Source: an optimization exercise on an open RTL-to-GDS flow (aim: small area). Production flows keep margins and buffers that such runs may drop.
Where RTL was checked, it was by simulation tests only, not by an equivalence proof against the original.
Power figures rest on the tool's default switching activity, not on a simulated workload.

==> job 6971: inputs <==
Design smcore_monitor, start of the top module:
module smcore_monitor (
    input  wire        clk,
    input  wire        rst,             
    input  wire        ms_tick,         
    input  wire        start,           
    input  wire        clear_latch,     
    input  wire [47:0] ain,             
    input  wire [3:0]  din,             
    input  wire [15:0] cfg_gain,
    input  wire [15:0] cfg_offset,
    input  wire [15:0] cfg_z1,
    input  wire [15:0] cfg_z2,
    input  wire [15:0] cfg_z3,
    input  wire [15:0] cfg_z4,
    input  wire [15:0] cfg_prox,
    input  wire [3:0]  cfg_ai_en,
    input  wire [3:0]  cfg_di_en,
    input  wire [3:0]  cfg_di_high,
    input  wire        cfg_auto_reset,
    output wire        ready,
    output reg         done,
    output wire        relay,
    output wire        indicator,
    output wire [2:0]  safety_status,
    output wire [4:0]  zone_status,
    output reg         prox_alert,
    output reg  [3:0]  safety_error,
    output reg  [47:0] ai_mv,           
    output wire [3:0]  di_status
);
clock: 17.0 ns
lec_check: 0
cap_margin: 20
core_margin: 2
core_utilization: 60
place_density: 0.75
slew_margin: 20
standard.sh (not shown) runs the stock make flow with config.mk's settings and CLKGATE_MAP_FILE= SYNTH_SCRIPT=/design/flow/synth_recipe.tcl, a recipe that flattens the netlist after the stock synthesis.
==> flow/flow/run.sh <==
#!/bin/bash
# Layout flow: the standard ORFS flow (standard.sh), with two changes:
#  - ports are buffered with the smallest buffer (sky130_fd_sc_hd__buf_1)
#  - clock tree: clkbuf_8 leaf clusters of at most 16 sinks, no dummy loads
#  - power recovery (downsizing off-critical cells) at global routing
# The full make/OpenROAD/Yosys output goes to flow_make.log in this folder.
set -euo pipefail
export BUFFER_PORTS_ARGS="-buffer_cell sky130_fd_sc_hd__buf_1"
export CTS_ARGS="-sink_clustering_enable -repair_clock_nets -dont_use_dummy_load -buf_list sky130_fd_sc_hd__clkbuf_8 -sink_clustering_size 16 -sink_clustering_max_diameter 60"
export RECOVER_POWER=100
bash standard.sh > flow_make.log 2>&1
==> inputs of job 9717, as changes to job 6971 <==
--- a/flow/design.v
+++ b/flow/design.v
@@ -67,22 +67,13 @@
             6'd37, 6'd40, 6'd41, 6'd42, 6'd45, 6'd46: dig = 1'b1;
             default: dig = 1'b0;
         endcase
     end
     reg  [11:0] acc1;
     reg         e1, e2;
-    wire [11:0] pb1 = (s1act & dig) ? raw1 : 12'd0;
-    wire [12:0] c1;
-    wire [12:0] sum1;
-    assign c1[0] = 1'b0;
-    genvar g1;
-    generate for (g1 = 0; g1 < 12; g1 = g1 + 1) begin : fa1
-        assign sum1[g1]  = acc1[g1] ^ pb1[g1] ^ c1[g1];
-        assign c1[g1+1]  = (acc1[g1] & pb1[g1]) | (acc1[g1] & c1[g1]) | (pb1[g1] & c1[g1]);
-    end endgenerate
-    assign sum1[12] = c1[12];
+    wire [12:0] sum1 = {1'b0, acc1} + ((s1act & dig) ? {1'b0, raw1} : 13'd0);
     wire        xb   = sum1[0];
     always @(posedge clk) begin
         if (rst)
             acc1 <= 12'd0;
         else
             acc1 <= sum1[12:1];
@@ -99,43 +90,29 @@
             6'b0001??: begin up = 3'd2; fr = acc1[7:0];  end
             6'b00001?: begin up = 3'd1; fr = {acc1[6:0], e1}; end
             default:   begin up = 3'd0; fr = {acc1[5:0], e1, e2}; end
         endcase
     end
     wire inact = (acc1 < 12'd100);       
-    reg  [47:0] ring;
+    reg  [59:0] ring;
     wire        rwr = s1act & ((a3 == 6'd47) | (a3 <= 6'd10));
-    wire [3:0]  rwc = {4{rwr}} & (4'd1 << ch1[1:0]);
     always @(posedge clk)
-        ring <= {ring[46:36], rwc[3] ? xb : ring[35],
-                 ring[34:24], rwc[2] ? xb : ring[23],
-                 ring[22:12], rwc[1] ? xb : ring[11],
-                 ring[10:0],  rwc[0] ? xb : ring[47]};
+        ring <= {ring[58:0], rwr ? xb : ring[59]};
     reg  [10:0] U;
     reg         inact1;
     wire        s3act = busy & (a3 <= 6'd32);
     wire        t3z   = (a3 == 6'd0);
     wire        uld   = s1act & (a3 == 6'd47);
     reg        bv;
     wire       uin   = (a3 <= 6'd10) & U[0];
     wire       c1015 = (a3 < 6'd10) & (a3 != 6'd3);
     wire       bvin  = ~t3z & bv;
     wire [1:0] dv    = {1'b0, c1015} - {1'b0, uin} - {1'b0, bvin};
     wire       vb    = dv[0];
     reg  [15:0] accP;
-    wire [15:0] pa3 = t3z ? 16'd0 : accP;
-    wire [15:0] pb3 = vb ? cfg_offset : 16'd0;
-    wire [16:0] c3;
-    wire [16:0] sum3;
-    assign c3[0] = 1'b0;
-    genvar gi;
-    generate for (gi = 0; gi < 16; gi = gi + 1) begin : fa3
-        assign sum3[gi]  = pa3[gi] ^ pb3[gi] ^ c3[gi];
-        assign c3[gi+1]  = (pa3[gi] & pb3[gi]) | (pa3[gi] & c3[gi]) | (pb3[gi] & c3[gi]);
-    end endgenerate
-    assign sum3[16] = c3[16];
+    wire [16:0] sum3 = (t3z ? 17'd0 : {1'b0, accP}) + (vb ? {1'b0, cfg_offset} : 17'd0);
     wire        pb   = sum3[0];
     reg  [2:0]  cy;
     wire        op2  = (a3 >= 6'd2)  & ~U[9];
     wire        op6  = (a3 >= 6'd6)  &  U[5];
     wire        op9  = (a3 >= 6'd9)  &  U[2];
     wire        op11 = (a3 >= 6'd11) &  U[0];
@@ -193,37 +170,22 @@
     wire eok   = (a3 >= 6'd33) | (a3 < 6'd18);
     wire hact  = step & (nrm | noh) & eok & (hx >= 8'sd0) & (hx <= 8'sd8);
     wire hfst  = hact & (hx == 8'sd8);
     wire hb    = hfst | (hact & ef[hx[2:0]]);
     wire mr    = R[24] & hs & step;
     wire m     = mr & nrm;
-    wire [24:0] ra5 = hfst ? 25'd0 : {R[23:0], 1'b0};
-    wire [15:0] rb5 = hb ? cfg_gain : 16'd0;
-    wire [25:0] c5c;
-    wire [24:0] Rn;
-    assign c5c[0] = 1'b0;
-    genvar g5;
-    generate for (g5 = 0; g5 < 25; g5 = g5 + 1) begin : fa5
-        if (g5 < 16) begin : f
-            assign Rn[g5]    = ra5[g5] ^ rb5[g5] ^ c5c[g5];
-            assign c5c[g5+1] = (ra5[g5] & rb5[g5]) | (ra5[g5] & c5c[g5]) | (rb5[g5] & c5c[g5]);
-        end else begin : h
-            assign Rn[g5]    = ra5[g5] ^ c5c[g5];
-            assign c5c[g5+1] = ra5[g5] & c5c[g5];
-        end
-    end endgenerate
     wire       rdiv = (c5 >= 6'd16) & (c5 <= 6'd37);
     wire       rcmp = (c5 >= 6'd16) & (c5 <= 6'd31);
     wire [5:0] r2   = {r5, m};
     wire       qd   = (r2 >= 6'd25);
     wire [5:0] r2s  = r2 - 6'd25;
     wire [4:0] rn   = qd ? r2s[4:0] : r2[4:0];
     wire [3:0] kz = c5[3:0];
     wire [4:0] zb = {cfg_prox[kz], cfg_z4[kz], cfg_z3[kz], cfg_z2[kz], cfg_z1[kz]};
     always @(posedge clk) begin
-        R <= Rn;
+        R <= (hfst ? 25'd0 : {R[23:0], 1'b0}) + (hb ? {9'd0, cfg_gain} : 25'd0);
         if (rst)
             act5 <= 1'b0;
         else if (s5start)
             act5 <= 1'b1;
         else if (fin5)
             act5 <= 1'b0;
@@ -364,14 +326,14 @@
     wire       any_warn = zacc[1] | zacc[2];
     wire       any_err  = |serr;
     wire [2:0] agg = any_crit ? 3'd2 : any_warn ? 3'd1 : any_err ? 3'd4 : 3'd0;
     function integer rpos(input integer ch, input integer k);
         integer s;
         begin
-            s = 12 * ch;
-            rpos = (225 + s - k) % 48;
+            s = 48 * ch;
+            rpos = (225 - s - k + 240) % 60;
         end
     endfunction
     reg  [3:0] zs;
     reg        dcrit;
     wire       p_crit = zs[0] | dcrit;
     wire       p_warn = zs[1] | zs[2];
==> flow/run.sh (new file) <==
#!/bin/bash
# synth_recipe.tcl (not shown) runs the flow's synth.tcl, then flattens the netlist and writes it again
# the make line also repeats each setting of config.mk as NAME=value (left out here)
make -C /OpenROAD-flow-scripts/flow DESIGN_CONFIG=/design/flow/config.mk WORK_HOME=/design/flow/orfs CLKGATE_MAP_FILE= SYNTH_SCRIPT=/design/flow/synth_recipe.tcl finish
--- a/flow/config.mk
+++ b/flow/config.mk
@@ -5,8 +5,11 @@
 export SDC_FILE = /design/flow/constraint.sdc
 export NUM_CORES = 4
 export LEC_CHECK = 0
 export CAP_MARGIN = 20
 export CORE_MARGIN = 2
 export CORE_UTILIZATION = 60
+export CTS_BUF_LIST = sky130_fd_sc_hd__clkbuf_16
+export CTS_CLUSTER_DIAMETER = 80
+export CTS_CLUSTER_SIZE = 24
 export PLACE_DENSITY = 0.75
 export SLEW_MARGIN = 20
removed: flow/flow/run.sh
removed: flow/standard.sh
==> inputs of job 6743, as changes to job 6971 <==
--- a/flow/design.v
+++ b/flow/design.v
@@ -18,14 +18,14 @@
     input  wire [3:0]  cfg_di_high,
     input  wire        cfg_auto_reset,
     output wire        ready,
     output reg         done,
     output wire        relay,
     output wire        indicator,
-    output wire [2:0]  safety_status,
-    output wire [4:0]  zone_status,
+    output reg  [2:0]  safety_status,
+    output reg  [4:0]  zone_status,
     output reg         prox_alert,
     output reg  [3:0]  safety_error,
     output reg  [47:0] ai_mv,           
     output wire [3:0]  di_status
 );
     integer i;
@@ -33,56 +33,54 @@
     reg       zeroing;
     reg       busy;
     wire      phz  = (ph == 5'd0);
     wire      ph31 = (ph == 5'd31);
     assign ready = ~busy & ~zeroing;
     wire go = ready & start;
+    reg [5:0] a1;
+    reg [2:0] ch1;
     reg [5:0] a3;
     reg [2:0] ch3;
     wire pub = busy & (ch3 == 3'd4) & (a3 == 6'd33);
     always @(posedge clk) begin
         if (rst)
             busy <= 1'b0;
         else if (go)
             busy <= 1'b1;
         else if (pub)
             busy <= 1'b0;
         if (go) begin
+            a1  <= 6'd0;
+            ch1 <= 3'd0;
             a3  <= 6'd35;
             ch3 <= 3'd7;
         end else if (busy) begin
+            if (a1 == 6'd35) begin
+                a1  <= 6'd0;
+                ch1 <= ch1 + 3'd1;
+            end else
+                a1 <= a1 + 6'd1;
             if (a3 == 6'd47) begin
                 a3  <= 6'd0;
                 ch3 <= ch3 + 3'd1;
             end else
                 a3 <= a3 + 6'd1;
         end
     end
-    wire        a3hi  = (a3 >= 6'd35);
-    wire [2:0]  ch1   = ch3 + {2'd0, a3hi};
-    wire        s1act = busy & ~ch1[2] & (a3hi | (a3 <= 6'd10));
+    wire        s1act = busy & ~ch1[2] & (a1 < 6'd24);
     wire [11:0] raw1  = ain[12*ch1[1:0] +: 12];
     reg         dig;
     always @(*) begin
-        case (a3)
-            6'd37, 6'd40, 6'd41, 6'd42, 6'd45, 6'd46: dig = 1'b1;
+        case (a1)
+            6'd2, 6'd5, 6'd6, 6'd7, 6'd10, 6'd11: dig = 1'b1;
             default: dig = 1'b0;
         endcase
     end
     reg  [11:0] acc1;
     reg         e1, e2;
-    wire [11:0] pb1 = (s1act & dig) ? raw1 : 12'd0;
-    wire [12:0] c1;
-    wire [12:0] sum1;
-    assign c1[0] = 1'b0;
-    genvar g1;
-    generate for (g1 = 0; g1 < 12; g1 = g1 + 1) begin : fa1
-        assign sum1[g1]  = acc1[g1] ^ pb1[g1] ^ c1[g1];
-        assign c1[g1+1]  = (acc1[g1] & pb1[g1]) | (acc1[g1] & c1[g1]) | (pb1[g1] & c1[g1]);
-    end endgenerate
-    assign sum1[12] = c1[12];
+    wire [12:0] sum1 = {1'b0, acc1} + ((s1act & dig) ? {1'b0, raw1} : 13'd0);
     wire        xb   = sum1[0];
     always @(posedge clk) begin
         if (rst)
             acc1 <= 12'd0;
         else
             acc1 <= sum1[12:1];
@@ -100,73 +98,64 @@
             6'b00001?: begin up = 3'd1; fr = {acc1[6:0], e1}; end
             default:   begin up = 3'd0; fr = {acc1[5:0], e1, e2}; end
         endcase
     end
     wire inact = (acc1 < 12'd100);       
     reg  [47:0] ring;
-    wire        rwr = s1act & ((a3 == 6'd47) | (a3 <= 6'd10));
-    wire [3:0]  rwc = {4{rwr}} & (4'd1 << ch1[1:0]);
+    wire        rwr = s1act & (a1 >= 6'd12);
     always @(posedge clk)
-        ring <= {ring[46:36], rwc[3] ? xb : ring[35],
-                 ring[34:24], rwc[2] ? xb : ring[23],
-                 ring[22:12], rwc[1] ? xb : ring[11],
-                 ring[10:0],  rwc[0] ? xb : ring[47]};
+        ring <= {ring[46:0], rwr ? xb : ring[47]};
     reg  [10:0] U;
-    reg         inact1;
+    reg         inact1, inact3;
     wire        s3act = busy & (a3 <= 6'd32);
     wire        t3z   = (a3 == 6'd0);
-    wire        uld   = s1act & (a3 == 6'd47);
+    always @(posedge clk) begin
+        if (s1act && a1 == 6'd12) begin
+            U      <= {up, fr};
+            inact1 <= inact;
+        end else if (s3act && a3 <= 6'd10)
+            U <= {1'b0, U[10:1]};
+        if (s3act && t3z)
+            inact3 <= inact1;
+    end
     reg        bv;
     wire       uin   = (a3 <= 6'd10) & U[0];
     wire       c1015 = (a3 < 6'd10) & (a3 != 6'd3);
     wire       bvin  = ~t3z & bv;
     wire [1:0] dv    = {1'b0, c1015} - {1'b0, uin} - {1'b0, bvin};
     wire       vb    = dv[0];
     reg  [15:0] accP;
-    wire [15:0] pa3 = t3z ? 16'd0 : accP;
-    wire [15:0] pb3 = vb ? cfg_offset : 16'd0;
-    wire [16:0] c3;
-    wire [16:0] sum3;
-    assign c3[0] = 1'b0;
-    genvar gi;
-    generate for (gi = 0; gi < 16; gi = gi + 1) begin : fa3
-        assign sum3[gi]  = pa3[gi] ^ pb3[gi] ^ c3[gi];
-        assign c3[gi+1]  = (pa3[gi] & pb3[gi]) | (pa3[gi] & c3[gi]) | (pb3[gi] & c3[gi]);
-    end endgenerate
-    assign sum3[16] = c3[16];
+    wire [16:0] sum3 = (t3z ? 17'd0 : {1'b0, accP}) + (vb ? {1'b0, cfg_offset} : 17'd0);
     wire        pb   = sum3[0];
+    reg  [10:0] dl;                      
     reg  [2:0]  cy;
-    wire        op2  = (a3 >= 6'd2)  & ~U[9];
-    wire        op6  = (a3 >= 6'd6)  &  U[5];
-    wire        op9  = (a3 >= 6'd9)  &  U[2];
-    wire        op11 = (a3 >= 6'd11) &  U[0];
+    wire        op2  = (a3 >= 6'd2)  & ~dl[1];
+    wire        op6  = (a3 >= 6'd6)  &  dl[5];
+    wire        op9  = (a3 >= 6'd9)  &  dl[8];
+    wire        op11 = (a3 >= 6'd11) &  dl[10];
     wire        inj  = (a3 == 6'd2);
     wire [2:0]  cyin = t3z ? 3'd0 : cy;
     wire [3:0]  ps   = {3'd0, pb} + {3'd0, op2} + {3'd0, op6} + {3'd0, op9}
                      + {3'd0, op11} + {3'd0, inj} + {1'b0, cyin};
     wire        prb  = ps[0];
     reg         s20, neq;
     reg  [14:0] E;                       
     always @(posedge clk) begin
         bv   <= dv[1];
         accP <= sum3[16:1];
-        if (uld) begin
-            U      <= {up, fr};
-            inact1 <= inact;
-        end else
-            U <= {pb, U[10:1]};
+        dl   <= {dl[9:0], pb};
         cy   <= ps[3:1];
         if (s3act) begin
             if (a3 == 6'd20) begin
                 s20 <= pb;
                 neq <= 1'b0;
             end else if (a3 > 6'd20 && a3 < 6'd26) begin
                 neq <= neq | (pb ^ s20);
             end else if (a3 == 6'd26) begin
-                neq <= neq | (pb ^ s20) | inact1;
-                s20 <= pb | inact1;
+                neq <= neq | (pb ^ s20) | inact3;
+                s20 <= pb | inact3;
             end
             if (a3 >= 6'd18)
                 E <= {prb, E[14:1]};
         end
     end
     wire signed [6:0] ei = E[14:8];
@@ -193,37 +182,22 @@
     wire eok   = (a3 >= 6'd33) | (a3 < 6'd18);
     wire hact  = step & (nrm | noh) & eok & (hx >= 8'sd0) & (hx <= 8'sd8);
     wire hfst  = hact & (hx == 8'sd8);
     wire hb    = hfst | (hact & ef[hx[2:0]]);
     wire mr    = R[24] & hs & step;
     wire m     = mr & nrm;
-    wire [24:0] ra5 = hfst ? 25'd0 : {R[23:0], 1'b0};
-    wire [15:0] rb5 = hb ? cfg_gain : 16'd0;
-    wire [25:0] c5c;
-    wire [24:0] Rn;
-    assign c5c[0] = 1'b0;
-    genvar g5;
-    generate for (g5 = 0; g5 < 25; g5 = g5 + 1) begin : fa5
-        if (g5 < 16) begin : f
-            assign Rn[g5]    = ra5[g5] ^ rb5[g5] ^ c5c[g5];
-            assign c5c[g5+1] = (ra5[g5] & rb5[g5]) | (ra5[g5] & c5c[g5]) | (rb5[g5] & c5c[g5]);
-        end else begin : h
-            assign Rn[g5]    = ra5[g5] ^ c5c[g5];
-            assign c5c[g5+1] = ra5[g5] & c5c[g5];
-        end
-    end endgenerate
     wire       rdiv = (c5 >= 6'd16) & (c5 <= 6'd37);
     wire       rcmp = (c5 >= 6'd16) & (c5 <= 6'd31);
     wire [5:0] r2   = {r5, m};
     wire       qd   = (r2 >= 6'd25);
     wire [5:0] r2s  = r2 - 6'd25;
     wire [4:0] rn   = qd ? r2s[4:0] : r2[4:0];
     wire [3:0] kz = c5[3:0];
     wire [4:0] zb = {cfg_prox[kz], cfg_z4[kz], cfg_z3[kz], cfg_z2[kz], cfg_z1[kz]};
     always @(posedge clk) begin
-        R <= Rn;
+        R <= (hfst ? 25'd0 : {R[23:0], 1'b0}) + (hb ? {9'd0, cfg_gain} : 25'd0);
         if (rst)
             act5 <= 1'b0;
         else if (s5start)
             act5 <= 1'b1;
         else if (fin5)
             act5 <= 1'b0;
@@ -364,34 +338,27 @@
     wire       any_warn = zacc[1] | zacc[2];
     wire       any_err  = |serr;
     wire [2:0] agg = any_crit ? 3'd2 : any_warn ? 3'd1 : any_err ? 3'd4 : 3'd0;
     function integer rpos(input integer ch, input integer k);
         integer s;
         begin
-            s = 12 * ch;
-            rpos = (225 + s - k) % 48;
+            s = 36 * ch;
+            rpos = (225 - s - k + 96) % 48;
         end
     endfunction
-    reg  [3:0] zs;
-    reg        dcrit;
-    wire       p_crit = zs[0] | dcrit;
-    wire       p_warn = zs[1] | zs[2];
-    wire       p_err  = |safety_error;
-    assign zone_status   = {zs, p_err};
-    assign safety_status = p_crit ? 3'd2 : p_warn ? 3'd1 : p_err ? 3'd4 : 3'd0;
     reg rel, latch;
     assign relay     = rel;
     assign indicator = rel;
     integer k;
     always @(posedge clk) begin
         if (rst) begin
             done          <= 1'b0;
             rel           <= 1'b0;
             latch         <= 1'b0;
-            zs            <= 4'd0;
-            dcrit         <= 1'b0;
+            safety_status <= 3'd0;
+            zone_status   <= 5'd0;
             prox_alert    <= 1'b0;
             safety_error  <= 4'd0;
             ai_mv         <= 48'd0;
             di_prev       <= 4'd0;
             di_state      <= 4'd0;
         end else begin
@@ -411,14 +378,14 @@
                 end else if (agg == 3'd0) begin
                     if (cfg_auto_reset || !latch)
                         rel <= 1'b0;
                     if (cfg_auto_reset)
                         latch <= 1'b0;
                 end
-                zs            <= zacc;
-                dcrit         <= |(cfg_di_en & dsn);
+                safety_status <= agg;
+                zone_status   <= {zacc[3:1], zacc[0], any_err};
                 prox_alert    <= pacc;
                 safety_error  <= serr;
             end
         end
     end
 endmodule
==> flow/run.sh (new file) <==
#!/bin/bash
# synth_recipe.tcl (not shown) runs the flow's synth.tcl, then flattens the netlist and writes it again
# the make line also repeats each setting of config.mk as NAME=value (left out here)
make -C /OpenROAD-flow-scripts/flow DESIGN_CONFIG=/design/flow/config.mk WORK_HOME=/design/flow/orfs CLKGATE_MAP_FILE= SYNTH_SCRIPT=/design/flow/synth_recipe.tcl finish
--- a/flow/config.mk
+++ b/flow/config.mk
@@ -5,8 +5,11 @@
 export SDC_FILE = /design/flow/constraint.sdc
 export NUM_CORES = 4
 export LEC_CHECK = 0
 export CAP_MARGIN = 20
 export CORE_MARGIN = 2
 export CORE_UTILIZATION = 60
+export CTS_BUF_LIST = sky130_fd_sc_hd__clkbuf_8
+export CTS_CLUSTER_DIAMETER = 60
+export CTS_CLUSTER_SIZE = 18
 export PLACE_DENSITY = 0.75
 export SLEW_MARGIN = 20
removed: flow/flow/run.sh
removed: flow/standard.sh
==> inputs of job 7194, as changes to job 6971 <==
==> flow/flow/run.sh (replaced) <==
#!/bin/bash
# Layout flow: the standard ORFS flow (standard.sh), with two changes:
#  - ports are buffered with the smallest buffer (sky130_fd_sc_hd__buf_1)
#  - clock tree: clkbuf_8 leaf clusters of at most 16 sinks, no dummy loads
# The full make/OpenROAD/Yosys output goes to flow_make.log in this folder.
set -euo pipefail
export BUFFER_PORTS_ARGS="-buffer_cell sky130_fd_sc_hd__buf_1"
export CTS_ARGS="-sink_clustering_enable -repair_clock_nets -dont_use_dummy_load -buf_list sky130_fd_sc_hd__clkbuf_8 -sink_clustering_size 16 -sink_clustering_max_diameter 60"
bash standard.sh > flow_make.log 2>&1
==> notes.md <==
metric                                                                 job 7194                                         job 6971        job 6743        job 9717
Post-route fraction of the period consumed by the critical path           62.0%                                            64.2%           35.7%           38.1%
Total wire length                                                      34300 um                                         34300 um        38300 um        39200 um
Total Power Consumption                                               0.00190 W                                        0.00190 W       0.00229 W       0.00233 W
Combinational cell fraction of total power                                14.2%                                            14.2%           20.0%           23.2%
First-pass GRT wire length                                             56400 um                                         56400 um        63400 um        63200 um
Max stage delay on crit path                                            1.07 ns                                          1.05 ns         1.04 ns         0.83 ns
GP Congestion                                                             0.866                                            0.866           0.848           0.861
Detailed-routing wirelength on met1                                    15100 um                                         15100 um        18300 um        17500 um
CLK BUF                                                                      35                                               35              37              26
Buffer type at the clock tree root                                     clkbuf_8                                         clkbuf_8        clkbuf_8       clkbuf_16
Simple-gate area share of the yosys netlist                               13.3%                                            13.3%           15.2%           15.4%
Met1 GRT Util                                                             29.7%                                            29.7%           33.4%           31.8%
Horizontal extent of the die                                             174 um                                           174 um          181 um          178 um
Data buffer area share                                                    5.17%                                            5.12%           11.4%           11.7%
Compound-Gate Fraction of Synth Area                                      8.10%                                            8.10%           12.3%           13.3%
Final sequential cell count                                                 447                                              447             471             459
Detailed router's first-iteration violation count                           632                                              616             832             995
Final std cell area, no fill                                         18900 um^2                                       18900 um^2      22400 um^2      21700 um^2
Capture instance of the worst register-to-register path           R[24]$_DFF_P_                                    R[24]$_DFF_P_   R[17]$_DFF_P_   R[23]$_DFF_P_
Adder and majority cell fraction of the synthesized area                  9.54%                                            9.54%           7.09%           7.20%
Outcome                                                          finished clean                                  failed layout checks  finished clean  finished clean
Layout check failures                                                         -  max-capacitance violations, max-slew violations               -               -
Function not checked in job 6971 and job 7194: the RTL went through the layout flow alone.

## re-timing with driven ports
In the flow no input, the clock included, has a driving cell. The finished layouts below were timed again as built, in two steps.
Step 1: set_driving_cell puts a clkbuf_16 on clk and a buf_2 on each other input, an assumption about the parent block.
Step 2, shift: input delay + t, output delay - t, t = (earliest + latest rising clock arrival at the registers) / 2. This alone moves slack from input paths to output paths.
a / b / c = no drivers / after step 1 / after step 2; a / b = the first two.
| run | t, ns | slack for setup (ns) | clock arrival spread, ns |
|---|---|---|---|
| job 6971 | 0.577 | 6.087 / 6.087 / 6.087 | 0.067 / 0.067 |
| job 9717 | 0.586 | 10.519 / 10.519 / 10.401 | 0.021 / 0.022 |
| job 6743 | 0.609 | 10.931 / 10.931 / 10.401 | 0.020 / 0.020 |
| job 7194 | 0.578 | 6.468 / 6.468 / 6.468 | 0.066 / 0.066 |
The setup slack of job 6743, which loses most, moves by 0.000 ns with the drivers and by -0.530 ns with both steps.
